This design comes from an exercise in tuning for small area, a short achievable clock period and few clock cycles per item on the open sky130 flow, not from production work.
No functional check of the RTL was part of this run.
Power figures rest on the tool's default switching activity, not on a simulated workload.

**design.v**
```verilog
module inone_rx (
    input  wire        clk,
    input  wire        rst,           
    input  wire        cmd_valid,
    output wire        cmd_ready,
    input  wire [1:0]  cmd_op,
    input  wire [7:0]  cmd_byte,
    input  wire [31:0] now,           
    output wire        rearm,         
    output wire [5:0]  cursor,
    output wire        raw_ready,
    output wire        pkt_ready,
    output wire [2:0]  outcome,
    output wire [3:0]  lastlen,
    output wire [71:0] last_frame     
);
    localparam OP_APPEND = 2'd0;
    localparam OP_POLL   = 2'd1;
    localparam OP_GET    = 2'd2;
    localparam OC_OK     = 3'd1;
    localparam OC_MAN1   = 3'd2;
    localparam OC_FRM1   = 3'd3;
    localparam OC_LCLASS = 3'd4;
    localparam OC_MAN2   = 3'd5;
    localparam OC_FRM2   = 3'd6;
    localparam OC_CRC    = 3'd7;
    localparam S_IDLE = 3'd0;
    localparam S_MAN1 = 3'd1;
    localparam S_FRM1 = 3'd2;
    localparam S_LCLS = 3'd3;
    localparam S_MAN2 = 3'd4;
    localparam S_FRM2 = 3'd5;
    localparam S_CRC  = 3'd6;
    localparam S_CHK  = 3'd7;
    localparam [31:0] RESYNC_MS = 32'd600;
    localparam [7:0]  CRC_POLY  = 8'h8C;
    reg [7:0]  rxbuf [0:59];
    reg [5:0]  cursor_q;
    reg [31:0] lastact_q;
    reg        raw_ready_q;
    reg        pkt_ready_q;
    reg [2:0]  outcome_q;
    reg [3:0]  lastlen_q;
    reg [71:0] frame_q;
    reg        rearm_q;
    reg [2:0]  state;
    reg [6:0]  idx;        
    reg [59:0] mbuf;       
    reg [29:0] xbuf;       
    reg [71:0] fbuf;       
    reg        err;
    reg [1:0]  nextra;     
    reg [7:0]  crc;
    assign cmd_ready  = (state == S_IDLE);
    assign rearm      = rearm_q;
    assign cursor     = cursor_q;
    assign raw_ready  = raw_ready_q;
    assign pkt_ready  = pkt_ready_q;
    assign outcome    = outcome_q;
    assign lastlen    = lastlen_q;
    assign last_frame = frame_q;
    wire accept = cmd_valid && cmd_ready;
    reg  [6:0] pidx;
    always @(*) begin
        if (state == S_MAN2) pidx = 7'd62 + idx;
        else                 pidx = 7'd2 + idx;
    end
    wire [7:0] pbyte   = rxbuf[pidx[6:2]];
    wire [2:0] ppos    = {pidx[1:0], 1'b0};
    wire       pa      = pbyte[3'd7 - ppos];
    wire       pb      = pbyte[3'd6 - ppos];
    wire       pair_ok = (pa != pb);
    wire [6:0] gbase   = idx * 5;
    wire       m_mark  = mbuf[gbase];
    wire       x_mark  = xbuf[gbase];
    wire       crc_mix = crc[0] ^ fbuf[idx];
    wire [7:0] crc_nxt = (crc >> 1) ^ (crc_mix ? CRC_POLY : 8'h00);
    wire [3:0] flen    = 4'd6 + {2'b00, nextra};
    wire [6:0] crcbits = {flen - 4'd1, 3'b000};
    wire       due     = (cursor_q != 6'd0) && ((now - lastact_q) > RESYNC_MS);
    integer q;
    always @(posedge clk) begin
        if (accept && cmd_op == OP_APPEND)
            rxbuf[cursor_q] <= cmd_byte;
    end
    always @(posedge clk) begin
        if (rst) begin
            cursor_q    <= 6'd0;
            lastact_q   <= 32'd0;
            raw_ready_q <= 1'b0;
            pkt_ready_q <= 1'b0;
            outcome_q   <= 3'd0;
            lastlen_q   <= 4'd0;
            frame_q     <= 72'd0;
            rearm_q     <= 1'b0;
            state       <= S_IDLE;
            idx         <= 7'd0;
            mbuf        <= 60'd0;
            xbuf        <= 30'd0;
            fbuf        <= 72'd0;
            err         <= 1'b0;
            nextra      <= 2'd0;
            crc         <= 8'd0;
        end else begin
            rearm_q <= 1'b0;
            case (state)
            S_IDLE: begin
                if (accept) begin
                    case (cmd_op)
                    OP_APPEND: begin
                        lastact_q <= now;
                        if (cursor_q == 6'd59) begin
                            cursor_q    <= 6'd0;
                            raw_ready_q <= 1'b1;
                            rearm_q     <= 1'b1;
                        end else begin
                            cursor_q <= cursor_q + 6'd1;
                        end
                    end
                    OP_POLL: begin
                        if (due) begin
                            cursor_q <= 6'd0;
                            rearm_q  <= 1'b1;
                        end
                        if (raw_ready_q) begin
                            raw_ready_q <= 1'b0;
                            fbuf        <= 72'd0;
                            err         <= 1'b0;
                            idx         <= 7'd0;
                            state       <= S_MAN1;
                        end
                    end
                    OP_GET: begin
                        pkt_ready_q <= 1'b0;
                    end
                    default: ;
                    endcase
                end
            end
            S_MAN1: begin
                mbuf[idx] <= pa;
                if (!pair_ok) err <= 1'b1;
                if (idx == 7'd59) begin
                    idx   <= 7'd0;
                    state <= S_FRM1;
                    if (err || !pair_ok) begin
                        outcome_q <= OC_MAN1;
                        state     <= S_IDLE;
                    end
                end else begin
                    idx <= idx + 7'd1;
                end
            end
            S_FRM1: begin
                for (q = 0; q < 4; q = q + 1)
                    fbuf[{idx, 2'b00} + q] <= mbuf[gbase + 1 + q];
                if (!m_mark) err <= 1'b1;
                if (idx == 7'd11) begin
                    idx   <= 7'd0;
                    state <= S_LCLS;
                    if (err || !m_mark) begin
                        outcome_q <= OC_FRM1;
                        state     <= S_IDLE;
                    end
                end else begin
                    idx <= idx + 7'd1;
                end
            end
            S_LCLS: begin
                idx <= 7'd0;
                crc <= 8'd0;
                case (fbuf[39:38])
                2'd0: begin nextra <= 2'd0; state <= S_CRC;  end
                2'd1: begin nextra <= 2'd1; state <= S_MAN2; end
                2'd2: begin nextra <= 2'd3; state <= S_MAN2; end
                default: begin
                    outcome_q <= OC_LCLASS;
                    state     <= S_IDLE;
                end
                endcase
            end
            S_MAN2: begin
                xbuf[idx] <= pa;
                if (!pair_ok) err <= 1'b1;
                if (idx == (nextra * 10) - 1) begin
                    idx   <= 7'd0;
                    state <= S_FRM2;
                    if (err || !pair_ok) begin
                        outcome_q <= OC_MAN2;
                        state     <= S_IDLE;
                    end
                end else begin
                    idx <= idx + 7'd1;
                end
            end
            S_FRM2: begin
                for (q = 0; q < 4; q = q + 1)
                    fbuf[7'd48 + {idx, 2'b00} + q] <= xbuf[gbase + 1 + q];
                if (!x_mark) err <= 1'b1;
                if (idx == (nextra * 2) - 1) begin
                    idx   <= 7'd0;
                    state <= S_CRC;
                    if (err || !x_mark) begin
                        outcome_q <= OC_FRM2;
                        state     <= S_IDLE;
                    end
                end else begin
                    idx <= idx + 7'd1;
                end
            end
            S_CRC: begin
                crc <= crc_nxt;
                if (idx == crcbits - 1)
                    state <= S_CHK;
                else
                    idx <= idx + 7'd1;
            end
            S_CHK: begin
                state <= S_IDLE;
                if (crc == fbuf[{flen - 4'd1, 3'b000} +: 8]) begin
                    outcome_q   <= OC_OK;
                    frame_q     <= fbuf;
                    lastlen_q   <= flen;
                    pkt_ready_q <= 1'b1;
                end else begin
                    outcome_q <= OC_CRC;
                end
            end
            endcase
        end
    end
endmodule
```
**run.sh**
```bash
#!/bin/bash
# synth_recipe.tcl (not shown) runs the flow's synth.tcl, then flattens the netlist and writes it again
# the make line also repeats each setting of config.mk as NAME=value (left out here)
make -C /OpenROAD-flow-scripts/flow DESIGN_CONFIG=/design/flow/config.mk WORK_HOME=/design/flow/orfs CLKGATE_MAP_FILE= SYNTH_SCRIPT=/design/flow/synth_recipe.tcl finish
```
**config.mk**
```make
export PLATFORM = sky130hd
export DESIGN_NAME = inone_rx
export DESIGN_NICKNAME = inone_rx
export VERILOG_FILES = /design/flow/design.v
export SDC_FILE = /design/flow/constraint.sdc
export NUM_CORES = 4
export LEC_CHECK = 0
export CAP_MARGIN = 20
export CORE_MARGIN = 2
export CORE_UTILIZATION = 40
export SLEW_MARGIN = 20
```
**constraint.sdc**
```tcl
create_clock -name core_clock -period 10.0 [get_ports {clk}]
set_input_delay 2.0000 -clock core_clock [delete_from_list [all_inputs] [get_ports {clk}]]
set_output_delay 2.0000 -clock core_clock [all_outputs]
set_load 0.01 [all_outputs]
```
==> notes.md <==
==> cells in the mapped netlist, types with 12 or more instances <==
| library cell | instances | area share (%) |
|---|---|---|
| a22oi_1 | 19 | 0.44 |
| mux2i_1 | 140 | 4.4 |
| dfxtp_1 | 302 | 19 |
| o22ai_1 | 14 | 0.27 |
| a21oi_1 | 244 | 3.8 |
| buf_1 | 23 | 0.27 |
| and2_1 | 23 | 0.45 |
| edfxtp_1 | 256 | 24 |
| o31ai_1 | 12 | 0.28 |
| ha_1 | 66 | 2.6 |
| nand4_1 | 16 | 0.31 |
| mux4_2 | 191 | 13 |
| and3_1 | 27 | 0.53 |
| inv_1 | 61 | 0.71 |
| nor2b_1 | 20 | 0.39 |
| a211oi_1 | 27 | 0.63 |
| nand2b_1 | 21 | 0.41 |
| a31oi_1 | 53 | 1.0 |
| mux2_2 | 23 | 0.81 |
| nor2_1 | 358 | 4.2 |
| nand3_1 | 116 | 1.8 |
| xor2_1 | 28 | 0.76 |
| xnor2_1 | 39 | 1.1 |
| a22o_1 | 12 | 0.33 |
| nor4_1 | 32 | 0.62 |
| o21ai_0 | 182 | 2.8 |
| nand2_1 | 370 | 4.3 |
| o21a_1 | 18 | 0.42 |
| buf_4 | 17 | 0.40 |
| buf_2 | 39 | 0.61 |
| clkbuf_1 | 150 | 1.8 |
| nor3_1 | 99 | 1.5 |
==> worst max-delay path, stage by stage (launching register included) <==
cell	delay, ns
dfxtp_1	0.62
inv_1	0.32
or3_1	0.55
inv_1	0.53
ha_1	0.81
inv_1	0.45
a21oi_1	0.85
o21ai_0	0.21
a32oi_1	0.41
a32oi_1	0.14
o41ai_1	0.27
a211o_1	0.14
buf_4	0.36
and2_1	0.53
buf_4	0.36
nand3_1	0.10
a21oi_1	0.16
==> state kept, by name, indices dropped and copies added, names as in the netlist, 2 cells and up <==
name	flops
fbuf	72
nextra	2
frame_q	72
outcome_q	3
crc	8
mbuf	60
rxbuf	256
lastact_q	32
lastlen_q	3
state	3
xbuf	30
idx	7
cursor_q	6
==> final cells by class <==
type                    instances  area share [%]
flip-flops and latches        558            37.6
clock buffers                  77            4.71
repair buffers                190            4.87
inverters                      66           0.678
clock inverters                38            1.44
well taps                    1050            3.60
multi-input cells            2355            47.1
==> worst paths after layout <==
path / startpoint / to / slack, ns / cells after the start
worst max-delay path: state[2] / mbuf[21] / 3.02 / 16
worst min-delay path: lastact_q[15] / lastact_q[15] / 0.45 / 2
worst max register to register: state[2] / mbuf[21] / 3.02 / 16
worst min register to register: lastact_q[15] / lastact_q[15] / 0.45 / 2
==> cell families after synthesis <==
kind of cell | share of synthesized area, %
AND/OR/NAND/NOR | 15.7
adder cells (fa/ha/maj) | 2.76
buffers and inverters | 3.84
AO/OA/AOI/OAI | 14.0
XOR/XNOR | 1.98
multiplexers | 18.9
flip-flops | 42.8
==> through the flow <==
step                hold WS [ns]  instances  instance area, µm²  utilization, %
floorplan                  0.436       3209               32100               -
global placement           0.442       4219               34300            43.2
detailed placement         0.447       4219               34300            43.3
CTS                        0.456       4334               36500            46.1
global route               0.474       4334               36500            46.1
finish                     0.454       4334               36500            46.1
==> per-layer routing <==
metal / up-vias / share of wire [%] / GRT usage (%)
met4: 0 / 3.4 / 7.93
met5: - / 0 / 0
met1: 12855 / 42 / 33.0
li1: 12049 / - / -
met3: 233 / 8.9 / 4.52
met2: 1302 / 46 / 37.6
==> power by group through the flow <==
stage                     combinational, mW  clock [mW]  sequential (mW)
after CTS                              1.12        2.54             2.49
after floorplan                       0.804           0             2.50
after detailed placement               1.12           0             2.54
after global placement                 1.12           0             2.54
final                                  1.14        2.50             2.49
after global routing                   1.22        2.64             2.50
==> notes.md <==
Net Sw Frac=29.6%; Total Nets Final=3346; Post-Syn Area per Cell=10.0 µm²; vias in the first global route=24.6k; CTS tree=yes; Worst Tran Pin Value=1.20 ns; Fin. Hold Viols=0; largest net degree at the start of global routing=182; Post-CTS Hold Buffers=0; fmax=0.143 GHz; status=timing/DRC/antenna clean; YS warnings=1; FP Rows=103; CTS Buffer Depth=3; clock root buffer=clkbuf_16; worst skew pair latency=0.67 ns; Final Cycle Share=69.8%; Antenna Cells=0; Comb power frac=18.6%; fin crit period=6.98 ns; sequential area share after synthesis=42.8%; routed len/inst=23.3 µm; chip height=287 µm; Post-synth EDFFs=256; setup TNS=0 ns; Sequential cell area=13700 µm²; Worst-path clk slew=0.07 ns; Clk pwr share=40.8%; detailed placer's ending HPWL=67.6 mm; Worst setup SP type=flop; final WL=101 mm; Final ANT Viol Nets=0; slew margin rel.=20.3%; PwrDens=168 nW/µm²; ys async rst share=0%; most common cell after layout, fill and taps aside=nand2_1; prevailing post-synth register cell=dfxtp_1; postcts setup bufs=0; critical path class=reg -> reg; pre-CTS setup slack=3.14 ns; sequential power share=40.6%; gate count after technology mapping=3209; First-pass DRT Iterations=9; port bufs=133; CTS sink cnt=558; setup violators final=0; Post-Syn Area=32100 µm²; synth unique cells=92; routed via count=26.4k; Iter 0 DRT Violations=3462; Fillers=7414; syn_nets=3323; area of the multi-input gates=17200 µm²; Overall Global Routing Usage=23.9%; Congestion Overflow GR=0; synthesis-to-finish area growth=13.8%; die area=82500 µm²; final worst slack=3.02 ns; commonest non-fill, non-tap cells in the layout=nand2_1, nor2_1, dfxtp_1; unrepaired setup endpoints after global routing=false; die width=287 µm; ratio of cells with drive above 1 in the final layout=13.0%; clock skew=0.0379 ns; critical path fanouts, max=34; core area=79300 µm²; data required time of the worst path=10.55 ns; Critical Path AT=7.54 ns; CP Capture Type=flop; mean number of vias per cell=6.10; CTS buffer count=61; internal power=4.32 mW; Pwr Total=6.14 mW; Max-Cap Viols=0; post-CTS sizing=0; VDD IR max=0.157 mV; first-pass GRT wire length=153 mm; FF+latch count, synth=558; final slew viol count=0; initial antenna violation count=0; num ports=134; Hold Path Class=reg -> reg; static leakage=12.3 nW; Initial Utilization=40.5%; routability cong.=0.941; CTS H-Tree Depth=2; Net Switching=1.82 mW; DRC Markers=0

-- what the ideal ports hide --
No port has a modelled driver above. Below, the same layout with a new extraction and two added sets of constraints.
Step 1 sets driving cells, clkbuf_16 on the clock port and buf_2 on the other inputs (assumed; they add their load-dependent delay and slew).
Step 2, shift: input delay + t, output delay - t, t = (earliest + latest rising clock arrival at the registers) / 2. This alone moves slack from input paths to output paths.
Slacks: ideal / step 1 / step 2; pairs: ideal / step 1.
t (ns): 0.712
setup WS [ns]: 3.017 / 3.017 / 3.017
worst register clock-pin slew, ns: 0.07 / 0.07
worst slew at a driven data input, ns: 0.06
After both steps this run still meets setup and hold. The setup slack of this run moves by 0.000 ns with the drivers and by 0.000 ns with both steps.
